Context: an optimization exercise on an open-source flow, tuned for small area, a short achievable clock period and few clock cycles. The choices shown serve that exercise and are no tape-out recipe.
Where RTL was checked, it was by simulation tests only, not by an equivalence proof against the original.

==> inputs of job 1180 <==
Design mav_parser, start of the top module:
module mav_parser (
    input  wire        clk,
    input  wire        rst,           
    input  wire        in_we,
    input  wire [6:0]  in_waddr,
    input  wire [31:0] in_wdata,
    input  wire        cat_we,
    input  wire [2:0]  cat_waddr,
    input  wire [49:0] cat_wdata,
    input  wire        cmd_valid,
    input  wire        cmd_stream,    
    input  wire [15:0] cmd_n,
    output wire        busy,
    output reg         done,
    output reg  [7:0]  err,
    output wire [15:0] res_start,
    output wire [15:0] res_end,
    output wire [15:0] consumed,
    output wire [15:0] examined,
    output reg         frm_valid,
    output wire        frm_ver,
    output wire        frm_hassig,
    output wire [7:0]  frm_len,
    output wire [7:0]  frm_seq,
    output wire [7:0]  frm_sysid,
    output wire [7:0]  frm_compid,
    output wire [7:0]  frm_incompat,
    output wire [7:0]  frm_compat,
    output wire [23:0] frm_msgid,
    output wire [15:0] frm_cksum,
    input  wire [8:0]  rd_addr,
    output wire [7:0]  rd_data
);
    localparam IN_CAP = 320;
    localparam NCAT   = 8;
    localparam E_NONE      = 8'd0;
    localparam E_NOMARKER  = 8'd6;
    localparam E_SHORT     = 8'd7;
    localparam E_NOTFOUND  = 8'd9;
    localparam E_EXCLUDED  = 8'd10;
    localparam E_BADLEN    = 8'd11;
    localparam E_BADCRC    = 8'd13;
    localparam E_SIGLEN    = 8'd14;
    localparam E_NEEDMORE  = 8'd16;
    localparam E_ILLEGAL   = 8'd17;
    reg [8*IN_CAP-1:0] mv;
    genvar gw;
    generate
  ...
==> module mp_read, before the edit <==
module mp_read (
    input  wire [2559:0] mv,
    input  wire [8:0]    pa,
    input  wire          busy,
    input  wire [8:0]    pb,
    input  wire [8:0]    sb,
    input  wire          frm_valid,
    input  wire [7:0]    f_len,
    input  wire          f_sig,
    input  wire [8:0]    rd_addr,
    output wire [63:0]   win_rd,
    output wire [7:0]    rd_data
);
    localparam IN_CAP = 320;
    function [5:0] add6;
        input [5:0] x;
        input [5:0] y;
        reg   [5:0] g, t, cy;
        integer i, k;
        begin
            g = x & y;
            t = x ^ y;
            for (i = 0; i < 6; i = i + 1) begin
                cy[i] = 1'b0;
                for (k = 0; k < i; k = k + 1)
                    cy[i] = cy[i] | (g[k] & ((t >> (k + 1)) & ((6'd1 << (i - k - 1)) - 6'd1)) == ((6'd1 << (i - k - 1)) - 6'd1));
            end
            add6 = t ^ cy;
        end
    endfunction
    wire [511:0] bankv [0:7];
    genvar gb, gr;
    generate
        for (gb = 0; gb < 8; gb = gb + 1) begin : g_bank
            for (gr = 0; gr < 64; gr = gr + 1) begin : g_row
                if (gr < IN_CAP / 8)
                    assign bankv[gb][8*gr +: 8] = mv[8*(8*gr+gb) +: 8];
                else
                    assign bankv[gb][8*gr +: 8] = 8'h00;
            end
        end
    endgenerate
    wire        rd_pay   = !rd_addr[8] && frm_valid && (rd_addr[7:0] < f_len);
    wire        rd_sig   = rd_addr[8] && (rd_addr[7:0] < 8'd13) && frm_valid && f_sig;
    wire [5:0]  pb_q1    = pb[8:3] + 6'd1;
    wire [5:0]  sb_q1    = sb[8:3] + 6'd1;
    wire [5:0]  sb_q2    = sb[8:3] + 6'd2;
    wire [5:0]  rp0      = add6(pb[8:3], {1'b0, rd_addr[7:3]});
    wire [5:0]  rp1      = add6(pb_q1,   {1'b0, rd_addr[7:3]});
    wire [5:0]  rs0      = rd_addr[3] ? sb_q1 : sb[8:3];
    wire [5:0]  rs1      = rd_addr[3] ? sb_q2 : sb_q1;
    wire [2:0]  rd_sel   = rd_addr[8] ? sb[2:0] + rd_addr[2:0] : pb[2:0] + rd_addr[2:0];
    wire [5:0]  pa_r1    = pa[8:3] + 6'd1;
    wire [63:0] bank_out;
    genvar gk;
    generate
        for (gk = 0; gk < 8; gk = gk + 1) begin : g_rd
            wire [5:0] kw  = (gk >= pa[2:0]) ? pa[8:3] : pa_r1;
            wire [5:0] kp  = (gk >= pb[2:0]) ? rp0 : rp1;
            wire [5:0] ks  = (gk >= sb[2:0]) ? rs0 : rs1;
            wire [5:0] row = busy ? kw : rd_addr[8] ? ks : kp;
            wire [39:0] sel;
            genvar gs;
            for (gs = 0; gs < IN_CAP / 8; gs = gs + 1) begin : g_sel
                assign sel[gs] = (row == gs);
            end
            mp_andor u_ao (.d(bankv[gk][319:0]), .sel(sel), .o(bank_out[8*gk +: 8]));
        end
    endgenerate
    wire [127:0] bank_out2 = {bank_out, bank_out};
    assign win_rd = bank_out2[8*pa[2:0] +: 64];    
    wire [7:0]   rd_byte   = bank_out[8*rd_sel +: 8];
    assign rd_data = (rd_pay || rd_sig) ? rd_byte : 8'h00;
endmodule
clock: 14.0 ns
lec_check: 0
cap_margin: 20
cell_pad_in_sites_detail_placement: 1
cell_pad_in_sites_global_placement: 1
core_margin: 2
core_utilization: 45
place_density: 0.55
setup_slack_margin: 5
slew_margin: 20
synth_hierarchical: 1
synth_minimum_keep_size: 0
run.sh (not shown) runs the stock make flow with config.mk's settings and CLKGATE_MAP_FILE= SYNTH_SCRIPT=/design/flow/synth_recipe.tcl, a recipe that flattens the netlist after the stock synthesis.
==> inputs of job 6810, as changes to job 1180 <==
--- a/flow/design.v
+++ b/flow/design.v
@@ -134,47 +134,25 @@
     wire [9:0] h_avail = {1'b0, N} - {1'b0, P};
     reg  [7:0] mk;
     integer j;
     always @(*) begin
         for (j = 0; j < 8; j = j + 1)
             mk[j] = (W[8*j+2 +: 6] == 6'h3F) && (W[8*j] ^ W[8*j+1]) && ((|h_avail[9:3]) || h_avail[2:0] > j);
     end
+    reg [2:0] mk_first;
+    always @(*) begin
+        mk_first = 3'd0;
+        for (j = 7; j >= 1; j = j - 1)
+            if (mk[j]) mk_first = j[2:0];
+    end
     wire        h_v2    = W[0];                       
     wire [7:0]  h_len   = W[15:8];
     wire [8:0]  h_tot   = (h_v2 ? 9'd10 : 9'd6) + {1'b0, h_len};    
-    wire [9:0]  h_room1 = h_avail - 10'd8;     
-    wire [9:0]  h_room2 = h_avail - 10'd12;    
-    wire        h_short1 = h_room1[9] || ({2'b0, h_len} > h_room1);
-    wire        h_short2 = h_room2[9] || ({2'b0, h_len} > h_room2);
-    wire        h_short = h_v2 ? h_short2 : h_short1;
-    wire        h_le8   = !h_v2 && h_len[7:2] == 6'd0 && !(h_len[1] && h_len[0]);    
-    reg  [8:0]  pp [1:8];
-    reg  [8:1]  psel;
-    reg  [8:0]  pa_first;
-    integer     kk;
-    always @(*) begin
-        for (kk = 1; kk <= 8; kk = kk + 1)
-            pp[kk] = P + kk;
-        psel = 8'd0;
-        psel[8] = (mk[7:1] == 7'd0);
-        for (kk = 1; kk <= 7; kk = kk + 1)
-            psel[kk] = mk[kk] && ((mk[7:1] & ((7'd1 << (kk - 1)) - 7'd1)) == 7'd0);
-        if (mk[0]) begin
-            psel = 8'd0;
-            psel[1] = h_short;
-            psel[6] = !h_short && h_le8 && h_len[1:0] == 2'd0;
-            psel[7] = !h_short && h_le8 && h_len[1:0] == 2'd1;
-            psel[8] = !h_short && (!h_le8 || h_len[1:0] == 2'd2);
-        end
-        pa_first = 9'd0;
-        for (kk = 1; kk <= 8; kk = kk + 1)
-            pa_first = pa_first | (pp[kk] & {9{psel[kk]}});
-    end
-    wire        rem_le8 = rem[8:4] == 5'd0 && (!rem[3] || rem[2:0] == 3'd0);
-    wire [8:0]  pa_body = pa + (rem_le8 ? rem : 9'd8);
+    wire [9:0]  h_room  = h_avail - (h_v2 ? 10'd12 : 10'd8);
+    wire        h_short = h_room[9] || ({2'b0, h_len} > h_room);
     wire [7:0]  h_mask  = {h_v2 || (|h_len[7:1]), h_v2 || (|h_len), 6'b111110};
     wire [7:0]  b_mask;
     genvar gm;
     generate
         for (gm = 0; gm < 8; gm = gm + 1) begin : g_mask
             assign b_mask[gm] = (|rem[8:3]) || rem[2:0] > gm;
         end
@@ -215,16 +193,14 @@
     wire        f_crcbad   = (f_exp != W[15:0]);
     wire        f_signed   = f_ver && f_inc[0];
     wire [8:0]  f_end0     = pa + 9'd2;
     wire        f_sigshort = f_signed && ({1'b0, n} < {1'b0, f_end0} + 10'd13);
     wire [8:0]  f_end      = f_signed ? f_end0 + 9'd13 : f_end0;
     always @(posedge clk) begin
         if (first) begin
-            cand <= P;
-            rem  <= h_tot - 9'd8;
             crc  <= c_next;
             idok <= !h_v2;
             lkv  <= 1'b0;
             f_ver <= h_v2;
             f_len <= h_len;
             if (h_v2) begin
                 f_inc      <= wb(W, 2);
@@ -241,22 +217,19 @@
                 f_comp     <= wb(W, 4);
                 f_id[7:0]  <= wb(W, 5);
             end
         end
         if (first || (state == S_BODY && !idok))
             f_id[23:8] <= first ? 16'd0 : W[15:0];
         if (state == S_BODY) begin
-            rem  <= rem - 9'd8;
             crc  <= c_next;
             idok <= 1'b1;
             lkv  <= idok;
         end
         if (state == S_FIN) begin
-            pb    <= cand + (f_ver ? 9'd10 : 9'd6);
-            sb    <= f_end - 9'd13;
             lkv   <= idok;
             f_ck  <= W[15:0];
             f_sig <= f_signed;
         end
     end
     task fail_cand;
         input [7:0] r;
@@ -283,56 +256,65 @@
                 done <= 1'b1;
             end else if (first) begin
                 if (acc) begin
                     stream    <= cmd_stream;
                     n         <= cmd_n[8:0];
                     frm_valid <= 1'b0;
                 end
-                pa <= pa_first;
                 if (mk[0]) begin
+                    cand <= P;
                     if (h_short) begin
                         if (STR) begin
                             r_cons <= P;
                             r_exam <= N;
                             err    <= E_NEEDMORE;
                             done   <= 1'b1;
                             state  <= S_IDLE;
                         end else begin
                             err   <= E_SHORT;
+                            pa    <= P + 9'd1;
                             state <= S_SCAN;
                         end
                     end else begin
                         err <= lastr;
-                        if (h_le8)
+                        if (h_tot <= 9'd8) begin
+                            pa    <= P + h_tot;
                             state <= S_FIN;
-                        else
+                        end else begin
+                            pa    <= P + 9'd8;
+                            rem   <= h_tot - 9'd8;
                             state <= S_BODY;
+                        end
                     end
                 end else if (mk[7:1] != 7'd0) begin
                     err   <= lastr;
+                    pa    <= P + {6'd0, mk_first};
                     state <= S_SCAN;
                 end else if (h_avail <= 10'd8) begin
                     if (STR) begin
                         r_cons <= N;
                         r_exam <= N;
                     end
                     err   <= (lastr != 8'd0) ? lastr : E_NOMARKER;
                     done  <= 1'b1;
                     state <= S_IDLE;
                 end else begin
                     err   <= lastr;
+                    pa    <= P + 9'd8;
                     state <= S_SCAN;
                 end
             end else if (state == S_BODY) begin
                 if (lkv && lkr_fail) begin
                     fail_cand(lkr_reason);
+                end else if (rem <= 9'd8) begin
+                    pa    <= pa + rem;
+                    state <= S_FIN;
                 end else begin
-                    pa <= pa_body;
-                    if (rem_le8)
-                        state <= S_FIN;
+                    pa    <= pa + 9'd8;
+                    rem   <= rem - 9'd8;
                 end
             end else if (state == S_FIN) begin
                 if (!lkv) begin
                 end else if (lkr_fail) begin
                     fail_cand(lkr_reason);
                 end else if (f_crcbad) begin
                     fail_cand(E_BADCRC);
@@ -346,14 +328,16 @@
                     end else begin
                         fail_cand(E_SIGLEN);
                     end
                 end else begin
                     frm_valid <= 1'b1;
                     r_start   <= cand;
                     r_end     <= f_end;
+                    pb        <= cand + (f_ver ? 9'd10 : 9'd6);
+                    sb        <= f_end - 9'd13;
                     if (stream) begin
                         r_cons <= f_end;
                         r_exam <= f_end;
                     end
                     err   <= E_NONE;
                     done  <= 1'b1;
                     state <= S_IDLE;
@@ -419,20 +403,15 @@
     genvar gk;
     generate
         for (gk = 0; gk < 8; gk = gk + 1) begin : g_rd
             wire [5:0] kw  = (gk >= pa[2:0]) ? pa[8:3] : pa_r1;
             wire [5:0] kp  = (gk >= pb[2:0]) ? rp0 : rp1;
             wire [5:0] ks  = (gk >= sb[2:0]) ? rs0 : rs1;
             wire [5:0] row = busy ? kw : rd_addr[8] ? ks : kp;
-            wire [39:0] sel;
-            genvar gs;
-            for (gs = 0; gs < IN_CAP / 8; gs = gs + 1) begin : g_sel
-                assign sel[gs] = (row == gs);
-            end
-            mp_andor u_ao (.d(bankv[gk][319:0]), .sel(sel), .o(bank_out[8*gk +: 8]));
+            assign bank_out[8*gk +: 8] = bankv[gk][8*row +: 8];
         end
     endgenerate
     wire [127:0] bank_out2 = {bank_out, bank_out};
     assign win_rd = bank_out2[8*pa[2:0] +: 64];    
     wire [7:0]   rd_byte   = bank_out[8*rd_sel +: 8];
     assign rd_data = (rd_pay || rd_sig) ? rd_byte : 8'h00;
 endmodule
@@ -543,19 +522,7 @@
     localparam [15:0] CRC_INIT0 = 16'h3078;
     assign c_next = crc8(first ? CRC_INIT0 : crc, d);
     wire [15:0] s1 = q[0] ? ainv1(crc) : crc;
     wire [15:0] s2 = q[1] ? ainv2(s1)  : s1;
     wire [15:0] s4 = q[2] ? ainv4(s2)  : s2;
     assign f_exp = crc_acc(x, s4);
 endmodule
-module mp_andor (
-    input  wire [319:0] d,
-    input  wire [39:0]  sel,
-    output reg  [7:0]   o
-);
-    integer r;
-    always @(*) begin
-        o = 8'h00;
-        for (r = 0; r < 40; r = r + 1)
-            o = o | (d[8*r +: 8] & {8{sel[r]}});
-    end
-endmodule
==> inputs of job 5350, as changes to job 1180 <==
--- a/flow/design.v
+++ b/flow/design.v
@@ -402,43 +402,52 @@
                 else
                     assign bankv[gb][8*gr +: 8] = 8'h00;
             end
         end
     endgenerate
     wire        rd_pay   = !rd_addr[8] && frm_valid && (rd_addr[7:0] < f_len);
     wire        rd_sig   = rd_addr[8] && (rd_addr[7:0] < 8'd13) && frm_valid && f_sig;
+    wire        rd_en    = rd_pay || rd_sig;
     wire [5:0]  pb_q1    = pb[8:3] + 6'd1;
     wire [5:0]  sb_q1    = sb[8:3] + 6'd1;
     wire [5:0]  sb_q2    = sb[8:3] + 6'd2;
     wire [5:0]  rp0      = add6(pb[8:3], {1'b0, rd_addr[7:3]});
     wire [5:0]  rp1      = add6(pb_q1,   {1'b0, rd_addr[7:3]});
     wire [5:0]  rs0      = rd_addr[3] ? sb_q1 : sb[8:3];
     wire [5:0]  rs1      = rd_addr[3] ? sb_q2 : sb_q1;
-    wire [2:0]  rd_sel   = rd_addr[8] ? sb[2:0] + rd_addr[2:0] : pb[2:0] + rd_addr[2:0];
     wire [5:0]  pa_r1    = pa[8:3] + 6'd1;
     wire [63:0] bank_out;
     genvar gk;
     generate
         for (gk = 0; gk < 8; gk = gk + 1) begin : g_rd
             wire [5:0] kw  = (gk >= pa[2:0]) ? pa[8:3] : pa_r1;
             wire [5:0] kp  = (gk >= pb[2:0]) ? rp0 : rp1;
             wire [5:0] ks  = (gk >= sb[2:0]) ? rs0 : rs1;
             wire [5:0] row = busy ? kw : rd_addr[8] ? ks : kp;
+            wire [2:0] tp  = gk - pb[2:0];
+            wire [2:0] ts  = gk - sb[2:0];
+            wire       en  = busy || (rd_en && rd_addr[2:0] == (rd_addr[8] ? ts : tp));
             wire [39:0] sel;
             genvar gs;
             for (gs = 0; gs < IN_CAP / 8; gs = gs + 1) begin : g_sel
-                assign sel[gs] = (row == gs);
+                assign sel[gs] = en && (row == gs);
             end
             mp_andor u_ao (.d(bankv[gk][319:0]), .sel(sel), .o(bank_out[8*gk +: 8]));
         end
     endgenerate
     wire [127:0] bank_out2 = {bank_out, bank_out};
     assign win_rd = bank_out2[8*pa[2:0] +: 64];    
-    wire [7:0]   rd_byte   = bank_out[8*rd_sel +: 8];
-    assign rd_data = (rd_pay || rd_sig) ? rd_byte : 8'h00;
+    reg  [7:0]   rd_or;
+    integer      q;
+    always @(*) begin
+        rd_or = 8'h00;
+        for (q = 0; q < 8; q = q + 1)
+            rd_or = rd_or | bank_out[8*q +: 8];
+    end
+    assign rd_data = rd_or;
 endmodule
 module mp_crc (
     input  wire        first,
     input  wire [15:0] crc,
     input  wire [63:0] d,
     output wire [15:0] c_next,
     input  wire [2:0]  q,
- CTS_BUF_LIST: not set -> sky130_fd_sc_hd__clkbuf_8
- TNS_END_PERCENT: not set -> 5
==> inputs of job 6969, as changes to job 1180 <==
- CTS_BUF_LIST: not set -> sky130_fd_sc_hd__clkbuf_8
- TNS_END_PERCENT: not set -> 5
==> impl_metrics.py <==
metrics = {
    "route": {
        "routed_wl_um": 607000,
        "vias": 99700,
        "firstDrtPassIters": 6,
    },
    "final_layout": {
        "drive_above_1_share_pct": 23.3,
        "buffers": 1237,
        "n_all_inverters": 109,
    },
    "grt": {
        "grt_max_degree": 96,
        "use_met2_pct": 57.0,
    },
    "status": {
        "status": "timing/DRC/antenna clean",
    },
    "logic_synthesis": {
        "synth_cells": 9393,
        "syn-cell-area_mm2": 0.140,
    },
    "critical_path": {
        "cp_top_family": "buffers and inverters",
        "crit_top_cell": "buf_6",
        "r2r_cells": 32,
        "r2r_end": "pa[1]",
        "rrSetupSlack_ps": 4180,
    },
    "power_and_ir_drop": {
        "peakVddDrop_mv": 0.139,
    },
}
The numbers above come from job 6969.

==> impl_metrics.py <==
metrics = {
    "status": {
        "status": "timing/DRC/antenna clean",
    },
    "final_layout": {
        "n_all_inverters": 134,
        "buffers": 1053,
        "drive_above_1_share_pct": 19.7,
    },
    "logic_synthesis": {
        "syn-cell-area_mm2": 0.149,
        "synth_cells": 11100,
    },
    "critical_path": {
        "r2r_cells": 34,
        "r2r_end": "pa[8]",
    },
    "route": {
        "firstDrtPassIters": 6,
        "routed_wl_um": 609000,
        "vias": 106000,
    },
    "grt": {
        "use_met2_pct": 55.7,
        "grt_max_degree": 115,
    },
    "power_and_ir_drop": {
        "peakVddDrop_mv": 0.617,
    },
}
The numbers above come from job 6810.

==> impl_metrics.py <==
metrics = {
    "critical_path": {
        "rrSetupSlack_ps": 3700,
        "r2r_end": "rem[8]",
        "r2r_cells": 43,
        "cp_top_family": "buffers and inverters",
        "crit_top_cell": "buf_4",
    },
    "grt": {
        "grt_max_degree": 94,
    },
    "status": {
        "status": "timing/DRC/antenna clean",
    },
    "final_layout": {
        "drive_above_1_share_pct": 25.0,
        "buffers": 1343,
    },
    "logic_synthesis": {
        "syn-cell-area_mm2": 0.140,
    },
    "route": {
        "vias": 99300,
    },
}
The numbers above come from job 1180.

==> impl_metrics.py <==
metrics = {
    "timing": {
        "fin_skew_ps": 151,
    },
    "final_layout": {
        "drive_above_1_share_pct": 22.9,
        "n_all_inverters": 119,
    },
    "critical_path": {
        "r2r_end": "r_cons[1]",
        "crit_top_cell": "buf_6",
        "cp_top_family": "simple AND/OR/NAND/NOR gates",
        "r2r_cells": 34,
    },
    "power_and_ir_drop": {
        "peakVddDrop_mv": 0.0814,
        "power_leader": "sequential cells",
    },
    "route": {
        "routed_wl_um": 598000,
    },
    "grt": {
        "use_met2_pct": 57.5,
        "grt_max_degree": 105,
    },
    "status": {
        "status": "timing/DRC/antenna clean",
    },
}
The numbers above come from job 5350.

Testbench counts of job 1180, summed over its fixed seeds: cycles 121,130.
Testbench counts of job 5350, summed over its fixed seeds: cycles 121,130.
Testbench counts of job 6969, summed over its fixed seeds: cycles 121,130.
For job 6810, only the layout was checked, not whether the RTL still works.

==> port drivers added, routing unchanged <==
How much do the figures lean on ideal ports? The routed layouts below were timed once more, with nothing changed but the port constraints. Step 1 (the two cells are an assumption about what drives the block):
set clk [get_ports {clk}]
set_driving_cell -lib_cell sky130_fd_sc_hd__clkbuf_16 $clk
set_driving_cell -lib_cell sky130_fd_sc_hd__buf_2 [delete_from_list [all_inputs] $clk]
Step 2 times the ports against the registers' clock, not the clock port: input delays grow and output delays shrink by t, the midpoint of the rising clock arrivals with the driver on. Three values: ideal ports, drivers, drivers and shift; two values: the first two.
| run | shift t [ns] | setup slack, ns | latest minus earliest clock arrival (ns) | slew at the worst register clock pin (ns) | worst slew at a driven data input, ns |
|---|---|---|---|---|---|
| job 1180 | 1.034 | 3.247 / 3.057 / 2.300 | 0.075 / 0.075 | 0.08 / 0.08 | 0.23 |
| job 6810 | 1.048 | 3.789 / 3.699 / 3.166 | 0.075 / 0.075 | 0.07 / 0.07 | 0.14 |
| job 5350 | 1.249 | 3.650 / 3.567 / 2.756 | 0.152 / 0.152 | 0.07 / 0.07 | 0.15 |
| job 6969 | 1.260 | 3.112 / 2.926 / 2.505 | 0.115 / 0.115 | 0.07 / 0.07 | 0.21 |
After both steps every run listed still meets setup and hold. The setup slack of job 1180, which loses most, moves by -0.190 ns with the drivers and by -0.947 ns with both steps.
